This is an optimization exercise on Yosys and OpenROAD, whose aim is small area, a short achievable clock period and few clock cycles, not a production implementation. Function was checked by simulation only, so behaviour that the tests miss may differ from the original. Power and IR drop assume default switching activity.

Setup of run 1:
==> flow/design.v (excerpt) <==
module dcpc (
    input  wire        clk,
    input  wire        rst,      
    input  wire        req,
    input  wire        we,
    input  wire        wide,     
    input  wire [15:0] addr,
    input  wire [31:0] wdata,
    output wire        ack,
    output wire        err,
    output wire [31:0] rdata
);
Size: roughly 2700 flip-flops, about 87 I/O pins.
==> flow/config.mk <==
export PLATFORM = sky130hd
export DESIGN_NAME = dcpc
export DESIGN_NICKNAME = dcpc
export VERILOG_FILES = /design/flow/design.v
export SDC_FILE = /design/flow/constraint.sdc
export NUM_CORES = 4
export LEC_CHECK = 0
export CAP_MARGIN = 20
export CORE_MARGIN = 2
export CORE_UTILIZATION = 40
export CTS_BUF_LIST = sky130_fd_sc_hd__clkbuf_4 sky130_fd_sc_hd__clkbuf_8
export PLACE_DENSITY = 0.6
export SETUP_SLACK_MARGIN = 4.0
export SLEW_MARGIN = 20
==> flow/constraint.sdc <==
create_clock -name core_clock -period 10.0 [get_ports {clk}]
set_input_delay 2.0000 -clock core_clock [delete_from_list [all_inputs] [get_ports {clk}]]
set_output_delay 2.0000 -clock core_clock [all_outputs]
set_load 0.01 [all_outputs]
standard.sh (not shown) runs the stock make flow with config.mk's settings and CLKGATE_MAP_FILE= SYNTH_SCRIPT=/design/flow/synth_recipe.tcl, a recipe that flattens the netlist after the stock synthesis.
==> flow/flow/run.sh <==
#!/bin/bash
# The standard layout (the standard.sh, standard synthesis included), with
# the port buffers made as sky130_fd_sc_hd__buf_4 instead of the smallest
# buffer, so that the paths from the inputs to the outputs start and end on
# a faster buffer. Every port is still buffered.
set -euo pipefail
bash standard.sh 'BUFFER_PORTS_ARGS=-buffer_cell sky130_fd_sc_hd__buf_4' finish > run_make.log 2>&1
Testbench counts of run 1, summed over its fixed seeds: cycles 27,097.
[inputs] run 2 vs run 1
-- flow/design.v --
<<< run 1, line 78
    reg         cpl;                 
    reg         busy_cp;             
    reg         busy_rd;             
    reg         busy_rd2;            
>>> run 2, line 78
    reg         cpl;                 
    reg         busy_cp;             
    reg         cp_first;            
    reg         busy_rd;             
    reg         busy_rd2;            
<<< run 1, line 116
    wire cp_last = cpl;
    wire ack_busy  = rd_wait || cmd_wait || busy_rd2 || (busy_cp && cpl);
    wire ps_block  = st_valid && !(ready && cpl);
    wire par_stall = ps_block && wide && (addr == 16'd0) && wdata[2];
    assign ack = req && (ack_busy || (idle && (we ? !par_stall : rd_hit)));
>>> run 2, line 117
    wire cp_last = cpl;
    wire ack_busy  = rd_wait || cmd_wait || busy_rd2 || (busy_cp && cpl);
    wire ps_block  = st_valid;           
    wire par_stall = ps_block && wide && (addr == 16'd0) && wdata[2];
    assign ack = req && (ack_busy || (idle && (we ? !par_stall : rd_hit)));
<<< run 1, line 164
    end
    wire st_chg;
    wire [9:0] sa = rd_adv ? pa_seq : pa;
    wire st_fwd = (req && idle && we) || busy_cp;    
    wire [9:0] pa_n = rd_miss ? a_key : st_fwd ? 10'h004 : sa;
    reg [7:0] txb;
    always @* begin
>>> run 2, line 165
    end
    wire st_chg;
    wire [9:0] sa = rd_wait1 ? pa : pa_seq;
    wire st_fwd = (req && idle && we) || busy_cp;    
    wire rd_keep = !rd_adv && !rd_wait1;             
    wire [9:0] pa_n = rd_miss ? a_key : st_fwd ? 10'h004 : rd_adv ? pa_seq : pa;
    reg [7:0] txb;
    always @* begin
<<< run 1, line 245
        else
            rd_n = reg_rd;
        if (busy_rd)                         
            rd_n = {24'd0, addr[0] ? w1 : w0};
>>> run 2, line 247
        else
            rd_n = reg_rd;
        if (rd_keep)
            rd_n = rd_q;
        if (busy_rd)                         
            rd_n = {24'd0, addr[0] ? w1 : w0};
<<< run 1, line 348
        endcase
    endfunction
    wire cp_act = par_go || busy_cp;
    reg [4:0] st_res_n;
    reg       st_valid_n, st_vlan_n, st_ovr_n;
>>> run 2, line 352
        endcase
    endfunction
    wire cp_act = busy_cp;               
    wire cp_clr = busy_cp && cp_first;
    reg [4:0] st_res_n;
    reg       st_valid_n, st_vlan_n, st_ovr_n;
<<< run 1, line 356
        st_vlan_n  = st_vlan;
        st_ovr_n   = st_ovr;
        if (par_go) begin
            st_ovr_n = w_ovr;
            st_res_n = R_OK;
>>> run 2, line 361
        st_vlan_n  = st_vlan;
        st_ovr_n   = st_ovr;
        if (cp_clr) begin
            st_ovr_n = w_ovr;
            st_res_n = R_OK;
<<< run 1, line 459
            default: ;
        endcase
        if (par_go) begin
            d_vid  <= 16'd0;
            d_did  <= 16'd0;
>>> run 2, line 464
            default: ;
        endcase
        if (cp_clr) begin
            d_vid  <= 16'd0;
            d_did  <= 16'd0;
<<< run 1, line 492
            ptr <= nptr;
            ptr_r1 <= nptr[5:2] + 4'd1;
            if (cp_last) begin
                busy_cp <= 1'b0;
                ws      <= W_PARK;
            end else begin
                busy_cp <= 1'b1;
            end
        end
        busy_rd  <= rx_rd;
>>> run 2, line 497
            ptr <= nptr;
            ptr_r1 <= nptr[5:2] + 4'd1;
            cp_first <= 1'b0;
            if (cp_last) begin
                busy_cp <= 1'b0;
                ws      <= W_PARK;
            end
        end
        if (par_go) begin
            busy_cp  <= 1'b1;
            cp_first <= 1'b1;
        end
        busy_rd  <= rx_rd;
<<< run 1, line 503
        pa       <= pa_n;
        rd_q     <= rd_n;
        rd_fresh <= !rd_miss && !busy_rd && !(pa_n[8] && !pa_n[9]);
        rd_wait1 <= rd_miss && !rx_rd;
        rd_wait  <= rd_wait1;
>>> run 2, line 511
        pa       <= pa_n;
        rd_q     <= rd_n;
        rd_fresh <= !rd_miss && !busy_rd && !(pa_n[8] && !pa_n[9])
                    && (rd_fresh || !rd_keep || st_fwd);
        rd_wait1 <= rd_miss && !rx_rd;
        rd_wait  <= rd_wait1;
### Flow results
- [compare] base=run 1 new=run 2: inverter count shows a reduction of 2; layout overhead on the synthesized area shows no meaningful change.
- Run 2 leaves more setup margin than run 1.
- Aggregate routed wire length: run 2 > run 1
- Going from run 1 to run 2, initial antenna violation count now smaller, clock-cell share of area now sits at about the same level.
- Compared with run 1, in run 2 synthesized area per cell has decreased, share of total power in the clock network increased by 0.4 points relative to the old numbers.
Testbench counts of run 2, summed over its fixed seeds: cycles 27,169.

==> re-timing with driven ports <==
Ports are ideal in the flow. The routed layouts listed here were re-timed in OpenROAD. Step 1 assumes that a clkbuf_16 drives the clock port and a buf_2 every other input. Step 2 adds t to the input delays and takes it off the output delays; t is the mean of the earliest and latest rising clock arrival at the registers after step 1. Input paths then give back, and output paths get back, about the clock's delay inside the block. Slacks: ideal ports / drivers / drivers and shift; pairs: ideal ports / drivers.
run | t (ns) | slack for setup (ns) | worst slew at a driven data input, ns | cell pins on the clock port's net
run 1 | 1.232 | 3.845 / 3.861 / 2.655 | 0.23 | 1
run 2 | 1.167 | 3.853 / 3.853 / 3.523 | 0.20 | 1
After both steps setup and hold are still met in every run listed. The setup slack of run 1, which loses most, moves by +0.016 ns with the drivers and by -1.190 ns with both steps.
